This is an optimization exercise on Yosys and OpenROAD, whose aim is small area, a short achievable clock period and few clock cycles, not a production implementation. Only simulation tests tie the RTL to the original design; equivalence was not proved. Power is estimated from default activity; no workload was simulated.

==> flow/design.v (excerpt) <==
module lamb_lfo (
    input  wire        clk,
    input  wire        rst,           
    input  wire        cmd_valid,
    input  wire [7:0]  cmd,
    output reg         cmd_ready,
    input  wire [1:0]  sw_raw,
    input  wire [31:0] now_ms,
    input  wire        clk_active,
    input  wire [31:0] clk_period,
    input  wire [9:0]  knob_freq,
    input  wire [9:0]  knob_duty,
    output reg  [11:0] sample_q,
    output reg         sample_wr,
    output wire        range_ind,
    output reg         range_evt
);
    localparam [27:0] S_RES         = 28'd268369920;   
    localparam [28:0] S_RES2        = 29'd536739840;   
    localparam [11:0] OUT_RES       = 12'd4095;
    localparam [9:0]  ADC_MAX       = 10'd1023;
    localparam [24:0] LOW_SLOWEST   = 25'd20000000;
    localparam [24:0] HIGH_FASTEST  = 25'd250;
    localparam [31:0] CROSSOVER     = 32'd90000;
    localparam [31:0] MIN_CLK_PER   = 32'd1000;
    localparam [9:0]  DUTY_MIN      = 10'd102;
    localparam [9:0]  DUTY_MAX      = 10'd920;
    localparam [9:0]  RESET_DUTY    = 10'd511;
    localparam [9:0]  EDGE_DEADZONE = 10'd4;
    localparam [31:0] DEBOUNCE_MS   = 32'd50;
    localparam [27:0] RESET_INC     = 28'd268;         
    function [9:0] snap;
        input [9:0] k;
        begin
            if (k <= EDGE_DEADZONE)                snap = 10'd0;
            else if (k >= ADC_MAX - EDGE_DEADZONE) snap = ADC_MAX;
            else                                   snap = k;
        end
    endfunction
    reg        iv;
    reg [7:0]  ic;
    reg [1:0]  isw;
    reg [31:0] inow;
    reg        iext;              
    reg        icgt, iclt;        
    reg [31:0] icp;
    reg [9:0]  ikf, ikd;          
    always @(posedge clk) begin
        iv   <= cmd_valid && cmd_ready && !rst;
        ic   <= cmd;
        isw  <= sw_raw;
        inow <= now_ms;
        iext <= clk_active && (clk_period > MIN_CLK_PER);
        icgt <= clk_period > CROSSOVER;
        iclt <= clk_period < CROSSOVER;
        icp  <= clk_period;
        ikf  <= snap(knob_freq);
        ikd  <= snap(knob_duty);
    end
    wire op_tick  = iv && (ic == 8'h10);
    wire op_rstph = iv && (ic == 8'h20);
    wire op_swchk = iv && (ic[7:1] == 7'b0011000);
    wire op_rauto = iv && (ic == 8'h40);
    wire op_pcalc = iv && (ic == 8'h50);
  ...
Size in the first run: about 6800 cells after synthesis, about 680 flip-flops, roughly 110 I/O pins, about 0.058 mm² of cells after synthesis.
==> flow/config.mk <==
export PLATFORM = sky130hd
export DESIGN_NAME = lamb_lfo
export DESIGN_NICKNAME = lamb_lfo
export VERILOG_FILES = /design/flow/design.v
export SDC_FILE = /design/flow/constraint.sdc
export NUM_CORES = 4
export LEC_CHECK = 0
export CAP_MARGIN = 20
export CORE_MARGIN = 2
export CORE_UTILIZATION = 55
export PLACE_DENSITY = 0.65
export SLEW_MARGIN = 20
export SYNTH_MEMORY_MAX_BITS = 65536
==> flow/constraint.sdc <==
create_clock -name core_clock -period 12.0 [get_ports {clk}]
set_input_delay 2.4000 -clock core_clock [delete_from_list [all_inputs] [get_ports {clk}]]
set_output_delay 2.4000 -clock core_clock [all_outputs]
set_load 0.01 [all_outputs]
standard.sh (not shown) runs the stock make flow with config.mk's settings and CLKGATE_MAP_FILE= SYNTH_SCRIPT=/design/flow/synth_recipe.tcl, a recipe that flattens the netlist after the stock synthesis.
==> flow/flow/run.sh <==
#!/bin/bash
# Layout flow: the standard ORFS layout (standard.sh, standard synthesis unchanged), with
# repair_timing asked to keep 7.8 ns of setup slack at the design's 12 ns clock, so that the
# resizer also works on paths that already meet 12 ns. Constraints and clock are the design's.
# The make output goes to standard.log; ORFS keeps each step's full log under orfs/logs/.
set -euo pipefail
bash standard.sh SETUP_SLACK_MARGIN=7.8 finish > standard.log 2>&1
Testbench counts at the start, summed over its fixed seeds: cycles 154,460.
Next try:
--- a/flow/design.v
+++ b/flow/design.v
@@ -434,16 +434,17 @@
     reg [9:0]  dv_r;
     reg [3:0]  coef_r;
     reg        lower_r;
     reg        pf_div;
     reg        ovf_r;
     reg        corr_r;
     reg [4:0]  sk_r;
     wire       per_small = ~|M[24:16];                   
+    wire       per_tiny  = ~|M[24:13];                   
     wire       x_ovf     = !per_small && (|dA_rem[14:12]);    
     wire       sdiv_last = (st == S_SDIV) && (cntA == 4'd1);
     wire       pc_exec   = (st == S_IDLE) || sdiv_last;
     wire [9:0] dvc = (last_duty < DUTY_MIN) ? DUTY_MIN :
                      (last_duty > DUTY_MAX) ? DUTY_MAX : last_duty;
     wire [26:0] t1;
     wire [25:0] t2;
     wire        tc;
@@ -456,16 +457,21 @@
             for (j = 1; j <= 16; j = j + 1)
                 if (f >= 60 * j) idx60 = j;
         end
     endfunction
     wire [4:0]  c_idx    = idx60(last_freq);
     wire [4:0]  c_coef_w = (c_idx >= 5'd8) ? (c_idx - 5'd7) : (5'd9 - c_idx);
     wire cp_big = |last_clkper[31:25];        
     wire c_big  = |last_clkper[31:28];        
+    wire c_pow2 = !lower_r && !c_big &&
+                  ((coef_r == 4'd1) || (coef_r == 4'd2) || (coef_r == 4'd4) || (coef_r == 4'd8));
+    wire [27:0] cp_sh = coef_r[3] ? {3'd0, last_clkper[27:3]} :
+                        coef_r[2] ? {2'd0, last_clkper[27:2]} :
+                        coef_r[1] ? {1'd0, last_clkper[27:1]} : last_clkper[27:0];
     function [24:0] clamp_per;
         input [28:0] p;
         begin
             if (p < HIGH_FASTEST)     clamp_per = HIGH_FASTEST;
             else if (p > LOW_SLOWEST) clamp_per = LOW_SLOWEST;
             else                      clamp_per = p[24:0];
         end
     endfunction
@@ -552,29 +558,31 @@
     wire [4:0]  skv  = (blP > 5'd5) ? (blP - 5'd5) : 5'd0;
     wire [55:0] s_sh = {28'd0, S_RES} << sk_r;
     always @(*) begin
         dA_load = 1'b0; dB_load = 1'b0; dB_load3 = 1'b0;
         dA_rem_in = 21'd0; dA_dvd_in = 28'd0; dA_dvs_in = 21'd10230; dA_dvs3_in = 23'd30690;
         dB_rem_in = 21'd0; dB_dvd_in = 28'd0; dB_dvs_in = 21'd10240; dB_dvs3_in = 23'd30720;
         case (st)
             S_P1X: begin                     
-                dA_load    = !lower_r && !c_big;
+                dA_load    = !lower_r && !c_big && !c_pow2;
                 dA_rem_in  = 21'd0;
                 dA_dvd_in  = last_clkper[27:0];
                 dA_dvs_in  = {17'd0, coef_r};
                 dA_dvs3_in = {18'd0, coef_r, 1'b0} + {19'd0, coef_r};
             end
             S_XMUL: begin
                 dB_load    = (mcnt == 4'd6);
-                dB_rem_in  = {8'd0, M[24:12]};
-                dB_dvd_in  = {M[11:0], 16'd0};
+                dB_rem_in  = per_small ? {9'd0, M[15:4]} : {8'd0, M[24:12]};
+                dB_dvd_in  = per_small ? {M[3:0], 24'd0} : {M[11:0], 16'd0};
                 dA_load    = (mcnt == 4'd1);
-                dA_rem_in  = per_small ? {9'd0, prod6[25:14]} : {6'd0, prod6[34:20]};
-                dA_dvd_in  = per_small ? {prod6[13:0], 14'd0} : {prod6[19:0], 8'd0};
+                dA_rem_in  = per_tiny  ? {8'd0, prod6[22:10]} :
+                             per_small ? {9'd0, prod6[25:14]} : {6'd0, prod6[34:20]};
+                dA_dvd_in  = per_tiny  ? {prod6[9:0], 18'd0} :
+                             per_small ? {prod6[13:0], 14'd0} : {prod6[19:0], 8'd0};
             end
             S_AMUL: begin                    
                 dA_load    = (mcnt == 4'd1);
                 dA_rem_in  = {8'd0, prod6[24:12]};
                 dA_dvd_in  = {prod6[11:0], 16'd0};
                 dA_dvs_in  = 21'd10240;
                 dA_dvs3_in = 23'd30720;
             end
@@ -719,18 +727,18 @@
                         acc  <= last_range ? {10'd0, tc, 18'd0} : {2'd0, tc, 26'd0};
                         mcnt <= last_range ? 4'd9 : 4'd13;
                         st   <= S_ROMM;
                     end else begin
                         st   <= S_P1X;
                     end
                 end
                 S_P1X: begin
-                    if (lower_r ? cp_big : c_big) begin
-                        M    <= {2'd0, LOW_SLOWEST};
+                    if ((lower_r ? cp_big : c_big) || c_pow2) begin
+                        M    <= c_pow2 ? {2'd0, clamp_per({1'b0, cp_sh})} : {2'd0, LOW_SLOWEST};
                         acc  <= 29'd0;
                         mq   <= {16'd0, dv_r};
                         {b_neg, b_two, b_zero} <= bdec({dv_r[1:0], 1'b0});
                         mcnt <= 4'd6;
                         st   <= S_XMUL;
                     end else if (lower_r) begin
                         M      <= {2'd0, last_clkper[24:0]};
                         mq     <= {22'd0, coef_r};
@@ -761,19 +769,19 @@
                     M     <= {2'd0, clamp_per(pf_div ? {1'd0, dA_dvd} : {acc[22:0], mq[25:20]})};
                     acc   <= 29'd0;
                     mq    <= {16'd0, dv_r};
                         {b_neg, b_two, b_zero} <= bdec({dv_r[1:0], 1'b0});
                     mcnt  <= 4'd6;
                     st    <= S_XMUL;
                 end
                 S_XMUL: begin
-                    if (mcnt == 4'd6) cntB <= 4'd11;
+                    if (mcnt == 4'd6) cntB <= per_small ? 4'd7 : 4'd11;
                     if (mcnt == 4'd1) begin
-                        cntA <= per_small ? 4'd7 : 4'd10;
+                        cntA <= per_tiny ? 4'd5 : per_small ? 4'd7 : 4'd10;
                         st   <= S_NCHK;
                     end
                 end
                 S_NCHK: begin
                     ovf_r <= x_ovf;
                     if (x_ovf) begin
                         M     <= {12'd0, a_r};
                         acc   <= 29'd0;
Result: Clock-buffer cell count decreases by 2. Power is higher by 8.3%. Register-to-register slack is worse by 60 ps. Worst setup slack gets worse by 59 ps. Fmax drops by 1.4%. Final cell count goes up by 4.3%. Worst hold slack improved by 3.7 ps. Die area rose by 4.1%. Routed wire length came out higher by 3.5%. Global-route usage is lower by 0.32 points. Clock skew went up by 14 ps. Sequential share of layout area shrinks by 0.86 points. First-iteration DRC count went up by 0.35%.
Testbench counts after the change, summed over its fixed seeds: cycles 152,444.

separate check: timing with driven ports:
No port has a modelled driver above. Below, the same layouts with a new extraction and two added sets of constraints. Step 1 sets driving cells, clkbuf_16 on the clock port and buf_2 on the other inputs (assumed; they add their load-dependent delay and slew). Step 2 adds t to the input delays and takes it off the output delays; t is the mean of the earliest and latest rising clock arrival at the registers after step 1. Input paths then give back, and output paths get back, about the clock's delay inside the block. a / b / c = ideal / step 1 / step 2; a / b = the first two.
run | shift t [ns] | setup slack, ns | worst setup path at the end
the first run | 0.757 | 7.835 / 7.790 / 7.148 | input to register
the second run | 0.752 | 7.777 / 7.777 / 7.358 | input to register
After both steps every run listed still meets setup and hold. For the first run, which loses most, drivers alone change the setup slack by -0.045 ns; drivers and shift together by -0.687 ns.
